What follows belongs to an exercise in optimizing a design on an open flow for small area, a short achievable clock period and few clock cycles; a production flow would make more cautious choices.
RTL that was checked went through simulation tests only; none was proved equivalent to the original.
No activity file was given, so power comes from the tool's default toggle rates.

==> flow/design.v (excerpt) <==
module ash_rx (
    input  wire       clk,
    input  wire       rst,
    input  wire       in_valid,
    input  wire [7:0] in_byte,
    output wire       in_ready,
    output wire       out_valid,
    input  wire       out_ready,
    output wire [4:0] out_tag,
    output wire [7:0] out_data,
    output wire       out_last
);
Settings: LEC_CHECK=0, ABC_AREA=1, CAP_MARGIN=20, CORE_MARGIN=2, CORE_UTILIZATION=40, SLEW_MARGIN=20; clock period 8.0 ns.
standard.sh (not shown) runs the stock make flow with config.mk's settings and CLKGATE_MAP_FILE= SYNTH_SCRIPT=/design/flow/synth_recipe.tcl, a recipe that flattens the netlist after the stock synthesis.
==> flow/flow/run.sh <==
#!/bin/bash
# The standard layout (standard.sh: the standard synthesis and the ORFS
# steps to finish), with two changes: clock tree synthesis is run without
# dummy loads, and timing repair aims at a setup slack margin of 5.45 ns.
# Everything the steps print goes to standard.log here; ORFS keeps each
# step's own log under orfs/logs/.
set -euo pipefail
export CTS_ARGS="-sink_clustering_enable -repair_clock_nets -dont_use_dummy_load -sink_clustering_size 30 -sink_clustering_max_diameter 70"
export SETUP_SLACK_MARGIN=5.5
bash standard.sh > standard.log 2>&1
Testbench counts at the start, summed over its fixed seeds: cycles 9,879.
Next try:
--- a/flow/flow/run.sh
+++ b/flow/flow/run.sh
@@ -9 +9 @@
-export SETUP_SLACK_MARGIN=5.5
+export SETUP_SLACK_MARGIN=5.45
--- a/flow/config.mk
+++ b/flow/config.mk
@@ -8 +7,0 @@
-export ABC_AREA = 1
Outcome: Core utilization grows by 0.70 points. Wire length falls by 7.3%. Die area fell by about 1.4%. Final cell count came out lower by 13%. Clock-buffer cell count falls by 1. Synthesized area went down by 1.4%. Combinational power goes down by about 20%. Power went down by about 2.2%. Via count falls by 13%. Non-clock buffer count climbs by 39. Worst setup slack got worse by 0.0095 ns.
Next try:
--- a/flow/config.mk
+++ b/flow/config.mk
@@ -7,0 +8 @@
+export ABC_AREA = 1
Effect:
- The changed run finished with timing, DRC and antenna clean
- global-route usage increases by 0.35 points
- hold slack improves by 0.015 ns
- cell area barely changes
- synthesized cell count goes up by about a fifth
- synthesized area climbs slightly
- non-clock buffer count goes down by 43


Another version of the RTL of ash_rx (not shown whole).
For scale: ~2,200 cells after synthesis, about 28 I/O pins.
make LEC_CHECK=0 ABC_CLOCK_PERIOD_IN_PS=2500 CAP_MARGIN=20 CORE_MARGIN=2 CORE_UTILIZATION=65 SETUP_SLACK_MARGIN=5 SLEW_MARGIN=20 finish   # period 8.0 ns
run.sh (not shown) runs the stock make flow with config.mk's settings and CLKGATE_MAP_FILE= SYNTH_SCRIPT=/design/flow/synth_recipe.tcl, a recipe that flattens the netlist after the stock synthesis.
Stock flow here: none of the scripts above is used.
Next try:
ABC_CLOCK_PERIOD_IN_PS = default   (was 2500)
CORE_UTILIZATION = 40   (was 65)
Effect:
- final cell count climbs by 13%
- utilization is lower by 30 points
- flip-flop and latch count is unchanged
- fmax fell by 3.3%
- design area rises by 1.2%
- clock power barely changes
- wire length goes down by 8.9%
No functional check of the RTL was part of any run of this note.


ash_rx, a different RTL version from the one above (not shown whole).
Size: ~1200 flip-flops, ~28 I/O pins.
## ash_rx
module ash_rx (
    input  wire       clk,
    input  wire       rst,
    input  wire       in_valid,
    input  wire [7:0] in_byte,
    output wire       in_ready,
    output wire       out_valid,
    input  wire       out_ready,
    output wire [4:0] out_tag,
    output wire [7:0] out_data,
    output wire       out_last
);
make LEC_CHECK=0 CAP_MARGIN=20 CORE_MARGIN=2 CORE_UTILIZATION=40 CTS_CLUSTER_SIZE=35 SETUP_SLACK_MARGIN=5 SLEW_MARGIN=20 finish   # period 8.0 ns
The first run produced a clean layout.
Testbench counts at the start, summed over its fixed seeds: cycles 10,103.
Change:
--- a/flow/config.mk
+++ b/flow/config.mk
@@ -10,3 +10,2 @@
 export CORE_UTILIZATION = 40
-export CTS_CLUSTER_SIZE = 35
 export SETUP_SLACK_MARGIN = 5
The changed run went through all stages and came out clean.
Fmax is unchanged.
Routed wire length does not change.
Total power is unchanged.
Clock skew stays the same.
Synthesized cell count stays the same.
Setup slack stays the same.
Cell area does not change.


Another version of the RTL of ash_rx (not shown whole).
For scale: ~28 I/O pins, roughly 31,000 sq um of cells after synthesis.
clock: 8.0 ns
lec_check: 0
cap_margin: 20
core_margin: 2
core_utilization: 40
setup_slack_margin: 5
slew_margin: 20
standard.sh (not shown) runs the stock make flow with config.mk's settings and CLKGATE_MAP_FILE= SYNTH_SCRIPT=/design/flow/synth_recipe.tcl, a recipe that flattens the netlist after the stock synthesis.
==> flow/flow/run.sh <==
#!/bin/bash
# The standard layout (standard.sh: the standard synthesis and the ORFS
# steps to finish), with one change: clock tree synthesis is run without
# dummy loads. Everything the steps print goes to standard.log here; ORFS
# keeps each step's own log under orfs/logs/.
set -euo pipefail
export CTS_ARGS="-sink_clustering_enable -repair_clock_nets -dont_use_dummy_load"
bash standard.sh > standard.log 2>&1
The starting point produced a clean layout.
Edit:
==> flow/flow/run.sh (replaced) <==
#!/bin/bash
# The standard layout (standard.sh: the standard synthesis and the ORFS
# steps to finish), with two changes: clock tree synthesis is run without
# dummy loads, and timing repair aims at a setup slack margin of 5.3 ns.
# Everything the steps print goes to standard.log here; ORFS keeps each
# step's own log under orfs/logs/.
set -euo pipefail
export CTS_ARGS="-sink_clustering_enable -repair_clock_nets -dont_use_dummy_load"
export SETUP_SLACK_MARGIN=5.3
bash standard.sh > standard.log 2>&1
- SETUP_SLACK_MARGIN: 5 -> unset
=> The new run produced a clean layout. Cell area came out higher by 0.89%. Via count stays flat. Sequential cell count is unchanged.
Function was not checked in any run of this note: the RTL went through the layout flow alone.


Another version of the RTL of ash_rx (not shown whole).
For scale: roughly 2,100 cells after synthesis, roughly 1,200 flip-flops, ~28 I/O pins.
==> flow/config.mk <==
export PLATFORM = sky130hd
export DESIGN_NAME = ash_rx
export DESIGN_NICKNAME = ash_rx
export VERILOG_FILES = /design/flow/design.v
export SDC_FILE = /design/flow/constraint.sdc
export NUM_CORES = 4
export LEC_CHECK = 0
export CAP_MARGIN = 20
export CORE_MARGIN = 2
export CORE_UTILIZATION = 40
export SLEW_MARGIN = 20
==> flow/constraint.sdc <==
create_clock -name core_clock -period 8.0 [get_ports {clk}]
set_input_delay 1.6000 -clock core_clock [delete_from_list [all_inputs] [get_ports {clk}]]
set_output_delay 1.6000 -clock core_clock [all_outputs]
set_load 0.01 [all_outputs]
==> flow/flow/run.sh <==
#!/bin/bash
# The standard layout (standard.sh: the standard synthesis and the ORFS
# steps to finish), with two changes: clock tree synthesis is run without
# dummy loads, and timing repair aims at a setup slack margin of 5.4 ns.
# Everything the steps print goes to standard.log here; ORFS keeps each
# step's own log under orfs/logs/.
set -euo pipefail
export CTS_ARGS="-sink_clustering_enable -repair_clock_nets -dont_use_dummy_load"
export SETUP_SLACK_MARGIN=5.4
bash standard.sh > standard.log 2>&1
The first run completed without violations.
Testbench counts at the start, summed over its fixed seeds: cycles 9,847.
Next try:
--- a/flow/flow/run.sh
+++ b/flow/flow/run.sh
@@ -4 +4 @@
-# dummy loads, and timing repair aims at a setup slack margin of 5.4 ns.
+# dummy loads, and timing repair aims at a setup slack margin of 5.45 ns.
@@ -8,2 +8,2 @@
-export CTS_ARGS="-sink_clustering_enable -repair_clock_nets -dont_use_dummy_load"
-export SETUP_SLACK_MARGIN=5.4
+export CTS_ARGS="-sink_clustering_enable -repair_clock_nets -dont_use_dummy_load -sink_clustering_size 30 -sink_clustering_max_diameter 70"
+export SETUP_SLACK_MARGIN=5.45
=> Final area drops by 3.3%; total power drops by 12%; setup slack is worse by 0.0058 ns; fmax is about the same; non-clock buffer count climbs by 13.
Next try:
--- a/flow/flow/run.sh
+++ b/flow/flow/run.sh
@@ -8 +8 @@
-export CTS_ARGS="-sink_clustering_enable -repair_clock_nets -dont_use_dummy_load -sink_clustering_size 30 -sink_clustering_max_diameter 70"
+export CTS_ARGS="-sink_clustering_enable -repair_clock_nets -dont_use_dummy_load"
=> Maximum frequency barely changes; final area rose by 3.5%; non-clock buffer count fell by 12; clock power rose by 49%; power rose by 13%; cell count rose by 1.3%; critical path depth is unchanged; wire length rose by 2.5%; combinational power fell by about 2%; synthesized cell count is unchanged.
Next try:
--- a/flow/flow/run.sh
+++ b/flow/flow/run.sh
@@ -8 +8 @@
-export CTS_ARGS="-sink_clustering_enable -repair_clock_nets -dont_use_dummy_load"
+export CTS_ARGS="-sink_clustering_enable -repair_clock_nets -dont_use_dummy_load -sink_clustering_size 30 -sink_clustering_max_diameter 70"
Settings changed: ABC_AREA set to 1.
What happened: Clock skew grows by 0.0066 ns. Via count grows by 10%. Die area grows by 2.0%. Synthesized cell count grows by 19%. Worst setup slack gains 0.049 ns.


main:
ash_rx, a different RTL version from the one above (not shown whole).
Size in the first run: roughly 2,100 cells after synthesis, about 28 I/O pins.
==> flow/config.mk <==
export PLATFORM = sky130hd
export DESIGN_NAME = ash_rx
export DESIGN_NICKNAME = ash_rx
export VERILOG_FILES = /design/flow/design.v
export SDC_FILE = /design/flow/constraint.sdc
export NUM_CORES = 4
export LEC_CHECK = 0
export CAP_MARGIN = 20
export CORE_MARGIN = 2
export CORE_UTILIZATION = 60
export SLEW_MARGIN = 20
==> flow/constraint.sdc <==
create_clock -name core_clock -period 8.0 [get_ports {clk}]
set_input_delay 1.6000 -clock core_clock [delete_from_list [all_inputs] [get_ports {clk}]]
set_output_delay 1.6000 -clock core_clock [all_outputs]
set_load 0.01 [all_outputs]
==> flow/flow/run.sh <==
#!/bin/bash
# The standard layout (standard.sh: the standard synthesis and the ORFS
# steps to finish), with two changes: clock tree synthesis is run without
# dummy loads, and timing repair aims at a setup slack margin of 5.45 ns.
# Everything the steps print goes to standard.log here; ORFS keeps each
# step's own log under orfs/logs/.
set -euo pipefail
export CTS_ARGS="-sink_clustering_enable -repair_clock_nets -dont_use_dummy_load -sink_clustering_size 30 -sink_clustering_max_diameter 70"
export SETUP_SLACK_MARGIN=5.45
bash standard.sh > standard.log 2>&1
Relative to main, the following input files were edited for the feature branch:
Settings: changing CORE_UTILIZATION from 60 to 40.
### Flow results
Going from main to the feature branch, total number of placement rows grows by 18.
As of the feature branch, final cell count had risen by more than 10% compared to main.
Proportion of total power due to net switching delta (main -> the feature branch): insignificant
The global-route usage of the feature branch falls short of that of main by 6.0 points.
Largest voltage drop on the vdd net: main and the feature branch compared, higher one is main
Sort main and the feature branch by core utilization desc -> top: main
Worst setup timing slack at the placement stage in the feature branch vs main: down 0.028 ns
The clock-buffer cell count in the feature branch was higher than what main gave.
The feature branch — slack of the critical path 0.046 ns lower, main as reference
Leakage power total grows slightly when moving from main to the feature branch.
For the routed wire length, the feature branch came in 1700 um higher than main did.
No functional check of the RTL was part of any run of this note.

port drivers added, routing unchanged:
In the flow no input, the clock included, has a driving cell. The finished layouts below were timed again as built, in two steps. Step 1, drivers: a clkbuf_16 drives clk and a buf_2 each remaining input, both assumed. Step 2 adds t to the input delays and takes it off the output delays; t is the mean of the earliest and latest rising clock arrival at the registers after step 1. Input paths then give back, and output paths get back, about the clock's delay inside the block. a / b / c = ideal / step 1 / step 2; a / b = the first two.
| run | t, ns | slack for setup (ns) | slew at the worst register clock pin (ns) | worst data-port slew with drivers (ns) |
|---|---|---|---|---|
| the first run of note 1 | 0.659 | 5.300 / 5.236 / 4.929 | 0.11 / 0.11 | 0.05 |
| the second run of note 1 | 0.665 | 5.291 / 5.231 / 4.779 | 0.10 / 0.10 | 0.09 |
| the third run of note 1 | 0.662 | 5.322 / 5.260 / 4.882 | 0.11 / 0.11 | 0.05 |
| the first run of note 2 | 0.706 | 3.674 / 3.674 / 3.127 | 0.07 / 0.07 | 0.04 |
| the second run of note 2 | 0.716 | 3.527 / 3.527 / 2.912 | 0.07 / 0.07 | 0.04 |
| the first run of note 3 | 0.716 | 5.018 / 5.018 / 4.634 | 0.07 / 0.07 | 0.09 |
| the second run of note 3 | 0.716 | 5.018 / 5.018 / 4.634 | 0.07 / 0.07 | 0.09 |
| the first run of note 4 | 0.673 | 5.108 / 5.051 / 4.483 | 0.06 / 0.06 | 0.04 |
| the second run of note 4 | 0.672 | 5.251 / 5.194 / 4.683 | 0.06 / 0.06 | 0.04 |
| the first run of note 5 | 0.678 | 5.315 / 5.254 / 4.690 | 0.06 / 0.06 | 0.05 |
| the second run of note 5 | 0.657 | 5.309 / 5.251 / 4.707 | 0.11 / 0.11 | 0.05 |
| the third run of note 5 | 0.681 | 5.304 / 5.243 / 4.734 | 0.07 / 0.07 | 0.05 |
| the fourth run of note 5 | 0.666 | 5.353 / 5.291 / 4.860 | 0.11 / 0.11 | 0.04 |
| main | 0.645 | 5.278 / 5.278 / 4.758 | 0.11 / 0.11 | 0.04 |
| the feature branch | 0.653 | 5.231 / 5.231 / 4.807 | 0.11 / 0.11 | 0.05 |
After both steps every run listed still meets setup and hold.
